Background: an optimization exercise with open tools, aiming at small area and a short achievable clock period. Do not read the settings as production practice.
At most, simulation tests tie the RTL to the original design; equivalence was not proved.
Power is estimated from default activity; no workload was simulated.

==> flow/design.v (excerpt) <==
module cap_bounds_decoder (
    input  wire         clk,
    input  wire         rst,
    input  wire         in_valid,
    input  wire [2:0]   in_ver,
    input  wire [128:0] in_cap,
    output reg          out_valid,
    output reg          out_err,
    output reg          out_tag,
    output reg  [17:0]  out_perms,
    output reg  [18:0]  out_otype,
    output reg          out_ie,
    output reg  [15:0]  out_bottom,
    output reg  [13:0]  out_top,
    output reg  [7:0]   out_flags,
    output reg  [63:0]  out_value,
    output reg  [63:0]  out_base,
    output reg  [64:0]  out_limit,
    output reg  [5:0]   out_exponent,
    output reg  [63:0]  out_repb,
    output reg  [64:0]  out_rept
);
For scale: roughly 2600 cells after synthesis, roughly 540 flip-flops.
export LEC_CHECK = 0
export CAP_MARGIN = 20
export CORE_MARGIN = 2
export CORE_UTILIZATION = 55
export CTS_BUF_LIST = sky130_fd_sc_hd__clkbuf_8
export CTS_CLUSTER_SIZE = 30
export SLEW_MARGIN = 20
create_clock -name core_clock -period 26.0 [get_ports {clk}]
standard.sh (not shown) runs the stock make flow with config.mk's settings and CLKGATE_MAP_FILE= SYNTH_SCRIPT=/design/flow/synth_recipe.tcl, a recipe that flattens the netlist after the stock synthesis.
==> flow/flow/run.sh <==
#!/bin/bash
# Layout flow: the standard.sh, with these changes in how the layout is
# made; it is still laid out and signed off at the design's clock period
# and constraints:
#  - synthesis uses flow/synth_area.tcl (see there; registers as standard),
#  - ports are buffered with plain buf_1 cells,
#  - timing repair up to and including CTS aims at a setup margin of
#    19.6 ns; later repair (after global routing) at the default margin.
# Each step's full output is in the log named below and in orfs/logs.
set -uo pipefail
cd "$(dirname "$0")/.."
W=$PWD
export BUFFER_PORTS_ARGS="-buffer_cell sky130_fd_sc_hd__buf_1"
sed "s#SYNTH_SCRIPT=[^ ]*#SYNTH_SCRIPT=$W/flow/synth_area.tcl#" standard.sh > flow_synth.sh
bash flow_synth.sh synth > flow_synth.log 2>&1 || exit 1
SETUP_SLACK_MARGIN=19.6 bash standard.sh cts > flow_to_cts.log 2>&1 || exit 1
bash standard.sh finish > flow_finish.log 2>&1
==> flow/flow/synth_area.tcl <==
# The standard synthesis (synth_recipe.tcl: ORFS synth.tcl without the fsm
# and share passes, then flattened and renamed), with two changes that only
# touch the combinational mapping (flip-flops are mapped exactly as there):
#  - no full/half-adder extraction (ADDER_MAP_FILE empty),
#  - ABC maps with its default script instead of ORFS's speed script.
proc synth {args} { yosys synth -nofsm -noshare {*}$args }
set ::env(ADDER_MAP_FILE) ""
proc abc {args} {
  set keep {}
  set skip 0
  foreach a $args {
    if {$skip} { set skip 0; continue }
    if {$a eq "-script" || $a eq "-D"} { set skip 1; continue }
    lappend keep $a
  }
  yosys abc {*}$keep
}
source $::env(SCRIPTS_DIR)/synth.tcl
# left out here: clear keep_hierarchy, flatten, clean up, hide names made inside functions, write 1_2_yosys.v
Next try:
--- a/flow/config.mk
+++ b/flow/config.mk
@@ -8,6 +8,4 @@
 export CAP_MARGIN = 20
 export CORE_MARGIN = 2
-export CORE_UTILIZATION = 55
-export CTS_BUF_LIST = sky130_fd_sc_hd__clkbuf_8
-export CTS_CLUSTER_SIZE = 30
+export CORE_UTILIZATION = 40
 export SLEW_MARGIN = 20
=> Area after synthesis is unchanged. Wire length went down by 0.66%. Design area rises by 1.3%. Die area rises by 37%. Sequential power stays flat. Cell count goes up by 4.4%. Via count drops by 6.5%.

========
job 101:
Another version of the RTL of cap_bounds_decoder (not shown whole).
Size in the first run: ~2,600 cells after synthesis, about 520 flip-flops, ~540 I/O pins.
Settings: LEC_CHECK=0, CAP_MARGIN=20, CORE_MARGIN=2, CORE_UTILIZATION=40, SLEW_MARGIN=20; clock period 26.0 ns.
==> flow/flow/run.sh <==
#!/bin/bash
# Layout flow: the standard.sh, with these changes in how the layout is
# made; it is still laid out and signed off at the design's clock period
# and constraints:
#  - synthesis uses flow/synth_area.tcl (see there; registers as standard),
#  - ports are buffered with plain buf_1 cells,
#  - timing repair up to and including CTS aims at a setup margin of
#    19.6 ns; later repair (after global routing) at 0 ns.
# Each step's full output is in the log named below and in orfs/logs.
set -uo pipefail
cd "$(dirname "$0")/.."
W=$PWD
export BUFFER_PORTS_ARGS="-buffer_cell sky130_fd_sc_hd__buf_1"
sed "s#SYNTH_SCRIPT=[^ ]*#SYNTH_SCRIPT=$W/flow/synth_area.tcl#" standard.sh > flow_synth.sh
bash flow_synth.sh synth > flow_synth.log 2>&1 || exit 1
SETUP_SLACK_MARGIN=19.6 bash standard.sh cts > flow_to_cts.log 2>&1 || exit 1
SETUP_SLACK_MARGIN=0 bash standard.sh finish > flow_finish.log 2>&1
Scripts as last shown in full above: flow/flow/synth_area.tcl
Job 101 reached the final stage; the timing, DRC and antenna checks on its layout passed.
Relative to job 101, the following input files were edited for job 102:
- CORE_UTILIZATION now 50, was 40
-- flow/flow/run.sh --
<<< job 101, line 8
#    19.6 ns; later repair (after global routing) at 0 ns.
>>> job 102, line 8
#    19.7 ns; later repair (after global routing) at 19.5 ns.
<<< job 101, line 16
SETUP_SLACK_MARGIN=19.6 bash standard.sh cts > flow_to_cts.log 2>&1 || exit 1
SETUP_SLACK_MARGIN=0 bash standard.sh finish > flow_finish.log 2>&1
>>> job 102, line 16
SETUP_SLACK_MARGIN=19.7 bash standard.sh cts > flow_to_cts.log 2>&1 || exit 1
SETUP_SLACK_MARGIN=19.5 bash standard.sh finish > flow_finish.log 2>&1
Results
- The more densely filled core belongs to job 102, not job 101.
- Job 102 against job 101: sum of buffers and inverters on the critical path +2, routed wire length -about 0.9%, critical path depth +2, proportion of power drawn by combinational gates -0.2 points.
> inputs changed (job 102 -> job 103)
- swapping 50 for 40 in CORE_UTILIZATION
==> comparison <==
Summary of job 103 over job 102: combinational group share of total power went up by 1.1 points; non-filler instance count after layout went up by 165. In terms of wire length per cell, job 102 and job 103 differ only marginally. Total inserted antenna cells: job 103 vs job 102 up 1. The standard cells in job 103 occupy more silicon area than those in job 102 do. Worst setup slack: job 103 higher than job 102.
For job 104, these inputs were changed with respect to job 103:
==> flow/flow/abc_area_map.script (new file) <==
strash
dch
map -a
topo
-- flow/flow/synth_area.tcl --
<<< job 103, line 5
#  - ABC maps with its default script instead of ORFS's speed script.
>>> job 104, line 5
#  - ABC maps with flow/abc_area_map.script (area-oriented mapping)
#    instead of ORFS's speed script.
set ::abc_map_script [file join [file dirname [file normalize [info script]]] abc_area_map.script]
<<< job 103, line 16
  yosys abc {*}$keep
>>> job 104, line 18
  yosys abc -script $::abc_map_script {*}$keep
==> summary.txt <==
- Against job 103, job 104 comes in 0.07 ns lower on worst stage delay on the critical path.
- [job 104] worst setup slack before clock tree synthesis fell 1.08 ns relative to job 103
- Relative to job 103, first-pass GRT wire length has decreased by 3.6% in job 104.
- Going from job 103 to job 104, finished layout cell area saw an increase, number of logic stages on the critical path including buffering now sits higher, measured slew at the worst slew-check pin now sits lower.
- The maximum number of pins on one net before global-route repair of job 104 exceeds that of job 103 by 16.
- Job 104 gives more highest net fanout along the worst path than job 103 did.
The following lists how job 105 was set up differently from job 104:
- CORE_UTILIZATION changed from 40 to 50
-- flow/flow/run.sh --
<<< job 104, line 8
#    19.7 ns; later repair (after global routing) at 19.5 ns.
>>> job 105, line 8
#    19.8 ns; later repair (after global routing) at 19.65 ns.
<<< job 104, line 16
SETUP_SLACK_MARGIN=19.7 bash standard.sh cts > flow_to_cts.log 2>&1 || exit 1
SETUP_SLACK_MARGIN=19.5 bash standard.sh finish > flow_finish.log 2>&1
>>> job 105, line 16
SETUP_SLACK_MARGIN=19.8 bash standard.sh cts > flow_to_cts.log 2>&1 || exit 1
SETUP_SLACK_MARGIN=19.65 bash standard.sh finish > flow_finish.log 2>&1
-- flow/flow/synth_area.tcl --
<<< job 104, line 5
#  - ABC maps with flow/abc_area_map.script (area-oriented mapping)
#    instead of ORFS's speed script.
set ::abc_map_script [file join [file dirname [file normalize [info script]]] abc_area_map.script]
>>> job 105, line 5
#  - ABC maps with its default script instead of ORFS's speed script.
<<< job 104, line 18
  yosys abc -script $::abc_map_script {*}$keep
>>> job 105, line 16
  yosys abc {*}$keep
removed: flow/flow/abc_area_map.script
==> comparison <==
Job 105 closes out successfully: all stages finished, all timing, DRC and antenna checks passed.
s1_mw14 as the start point of the critical path was reported by job 104, and in_ver[2] by job 105.
In the tables for job 105 and job 104, instance count after placement with tap cells included reads higher with job 104.
Job 105 falls short of job 104 in first-pass GRT wire length.
Relative to job 104, the post-synthesis to final-layout area growth of job 105 is higher by 0.19 points.
Relative to job 104, the worst slew slack as a fraction of its limit of job 105 is lower by 2.9 points.
Compared with job 104, in job 105 wire length shows an increase of about 7%; clock-pin slew on the worst setup and hold paths flat; power density relative to cell area went up about 8%.
Run comparison: job 105 top contributor to total power combinational logic; job 104 top contributor to total power registers
Sort job 105 and job 104 by maximum fanout along the worst path, ascending, and job 105 comes first.
Looking at total stage count of the critical path, job 105 sits below job 104.
[job 105 vs job 104] time the worst path needs with I/O delays and setup: lower in job 105

========
## the baseline
Another version of the RTL of cap_bounds_decoder (not shown whole).
For scale: about 170 flip-flops, roughly 540 I/O pins, roughly 0.019 mm^2 of cells after synthesis.
Settings: LEC_CHECK=0, CAP_MARGIN=20, CORE_MARGIN=2, CORE_UTILIZATION=40, SLEW_MARGIN=20; clock period 26.0 ns.
==> flow/flow/run.sh <==
#!/bin/bash
# Standard ORFS flow (the standard.sh), with two changes in how the
# layout is made; it is still laid out and signed off at the design's clock
# period and constraints:
#  - ports are buffered with plain buf_1 cells,
#  - timing repair up to and including CTS aims at a setup margin of
#    17 ns; later repair (after global routing) at the default margin.
set -uo pipefail
cd "$(dirname "$0")/.."
export BUFFER_PORTS_ARGS="-buffer_cell sky130_fd_sc_hd__buf_1"

SETUP_SLACK_MARGIN=17 bash standard.sh cts > flow_to_cts.log 2>&1 || exit 1
bash standard.sh finish > flow_finish.log 2>&1
Changes in the candidate relative to the baseline:
--- a/flow/flow/run.sh
+++ b/flow/flow/run.sh
@@ -6,3 +6,3 @@
 #  - timing repair up to and including CTS aims at a setup margin of
-#    17 ns; later repair (after global routing) at the default margin.
+#    18.5 ns; later repair (after global routing) at the default margin.
 set -uo pipefail
@@ -11,3 +11,3 @@
 
-SETUP_SLACK_MARGIN=17 bash standard.sh cts > flow_to_cts.log 2>&1 || exit 1
+SETUP_SLACK_MARGIN=18.5 bash standard.sh cts > flow_to_cts.log 2>&1 || exit 1
 bash standard.sh finish > flow_finish.log 2>&1
[summary]
[compare] base=the baseline new=the candidate: core utilization of the finished layout now sits higher, worst hold slack now sits at about the same level.
Time the final worst path needs with I/O delays and setup: the candidate < the baseline
Between the baseline and the candidate, the data arrival time at the worst-slack endpoint is higher for the baseline.
The final reports for the candidate and the baseline show fraction of power consumed by combinational cells higher in the former.
Going from the baseline to the candidate, total routing usage reported by global routing went up; fraction of registers with async set or reset after synthesis did not really move; count of plain and timing-repair buffers went up.
Per the comparison of the candidate with the baseline, logic depth of the worst path, buffers included fell by 2; maximum frequency from static timing analysis shows an increase of 4.5 MHz; finished layout cell area rose about 33%.
No functional check of the RTL was part of any run of this note.

========
## nickel
cap_bounds_decoder, a different RTL version from the one above (not shown whole).
For scale: about 540 I/O pins, roughly 0.023 mm^2 of cells after synthesis.
export LEC_CHECK = 0
export CAP_MARGIN = 20
export CORE_MARGIN = 2
export CORE_UTILIZATION = 40
export SLEW_MARGIN = 20
create_clock -name core_clock -period 26.0 [get_ports {clk}]
==> flow/flow/run.sh <==
#!/bin/bash
# Layout flow: the standard.sh, with these changes in how the layout is
# made; it is still laid out and signed off at the design's clock period
# and constraints:
#  - synthesis uses flow/synth_area.tcl (see there; registers as standard),
#  - ports are buffered with plain buf_1 cells,
#  - timing repair up to and including CTS aims at a setup margin of
#    19.6 ns; later repair (after global routing) at 19.45 ns.
# Each step's full output is in the log named below and in orfs/logs.
set -uo pipefail
cd "$(dirname "$0")/.."
W=$PWD
export BUFFER_PORTS_ARGS="-buffer_cell sky130_fd_sc_hd__buf_1"
sed "s#SYNTH_SCRIPT=[^ ]*#SYNTH_SCRIPT=$W/flow/synth_area.tcl#" standard.sh > flow_synth.sh
bash flow_synth.sh synth > flow_synth.log 2>&1 || exit 1
SETUP_SLACK_MARGIN=19.6 bash standard.sh cts > flow_to_cts.log 2>&1 || exit 1
SETUP_SLACK_MARGIN=19.45 bash standard.sh finish > flow_finish.log 2>&1
==> flow/flow/synth_area.tcl <==
# The standard synthesis (synth_recipe.tcl: ORFS synth.tcl without the fsm
# and share passes, then flattened and renamed), with two changes that only
# touch the combinational mapping (flip-flops are mapped exactly as there):
#  - no full/half-adder extraction (ADDER_MAP_FILE empty),
#  - ABC maps with its default script instead of ORFS's speed script.
proc synth {args} { yosys synth -nofsm -noshare {*}$args }
set ::env(ADDER_MAP_FILE) ""
proc abc {args} {
  set keep {}
  set skip 0
  foreach a $args {
    if {$skip} { set skip 0; continue }
    if {$a eq "-script" || $a eq "-D"} { set skip 1; continue }
    lappend keep $a
  }
  yosys abc {*}$keep
}
source $::env(SCRIPTS_DIR)/synth.tcl
# left out here: clear keep_hierarchy, flatten, clean up, hide names made inside functions, write 1_2_yosys.v
nickel finished all stages; the layout is clean.
> inputs changed (nickel -> quartz)
-- flow/flow/run.sh --
<<< nickel, line 8
#    19.6 ns; later repair (after global routing) at 19.45 ns.
>>> quartz, line 8
#    19.7 ns; later repair (after global routing) at 19.5 ns.
<<< nickel, line 16
SETUP_SLACK_MARGIN=19.6 bash standard.sh cts > flow_to_cts.log 2>&1 || exit 1
SETUP_SLACK_MARGIN=19.45 bash standard.sh finish > flow_finish.log 2>&1
>>> quartz, line 16
SETUP_SLACK_MARGIN=19.7 bash standard.sh cts > flow_to_cts.log 2>&1 || exit 1
SETUP_SLACK_MARGIN=19.5 bash standard.sh finish > flow_finish.log 2>&1
[summary]
- The cell count on nickel is in line with that on quartz.
- Going from nickel to quartz, share of the core filled with cells now larger; share of synthesized flip-flops with an asynchronous set or reset comparable; arrival time at the worst endpoint now smaller; hold slack comparable; internal power of the cells now larger.
- quartz has more setup slack than nickel.
- On post-detailed-routing wire length, nickel and quartz are basically level.
- Final cycle utilization of the critical path for quartz: 0.38 points down relative to nickel
- quartz did not stop at any stage, and its layout met the timing, DRC and antenna checks.
- In the metrics for nickel and quartz, the one carrying the lower path length in cells of the critical path is quartz.

## what the ideal ports hide
The flow's constraints put no driver on any port. The routed layouts listed below were extracted and timed again, unchanged, in two steps.
Step 1 sets driving cells, clkbuf_16 on the clock port and buf_2 on the other inputs (assumed; they add their load-dependent delay and slew).
Step 2 adds t to the input delays and takes it off the output delays; t is the mean of the earliest and latest rising clock arrival at the registers after step 1. Input paths then give back, and output paths get back, about the clock's delay inside the block.
Slacks: no drivers / after step 1 / after step 2; pairs: no drivers / after step 1.
run | t, ns | slack for setup (ns) | latest minus earliest clock arrival (ns) | slew at the worst register clock pin (ns)
the first run of note 1 | 0.734 | 19.208 / 19.208 / 19.006 | 0.043 / 0.043 | 0.07 / 0.07
the second run of note 1 | 0.655 | 19.376 / 19.376 / 19.085 | 0.019 / 0.019 | 0.06 / 0.06
job 101 | 0.669 | 19.437 / 19.437 / 19.227 | 0.041 / 0.041 | 0.07 / 0.07
job 102 | 0.647 | 19.587 / 19.587 / 19.219 | 0.019 / 0.019 | 0.07 / 0.07
job 103 | 0.653 | 19.683 / 19.639 / 19.288 | 0.025 / 0.025 | 0.08 / 0.08
job 104 | 0.668 | 19.627 / 19.627 / 19.213 | 0.028 / 0.028 | 0.08 / 0.08
job 105 | 0.675 | 19.665 / 19.611 / 19.016 | 0.042 / 0.042 | 0.07 / 0.07
the baseline | 0.538 | 16.669 / 16.613 / 16.375 | 0.022 / 0.022 | 0.09 / 0.09
the candidate | 0.537 | 17.048 / 16.995 / 16.810 | 0.020 / 0.020 | 0.08 / 0.08
nickel | 0.652 | 19.557 / 19.557 / 18.962 | 0.028 / 0.028 | 0.07 / 0.07
quartz | 0.651 | 19.655 / 19.658 / 19.036 | 0.030 / 0.031 | 0.07 / 0.07
After both steps every run listed still meets setup and hold. The setup slack of job 105, which loses most, moves by -0.054 ns with the drivers and by -0.649 ns with both steps.
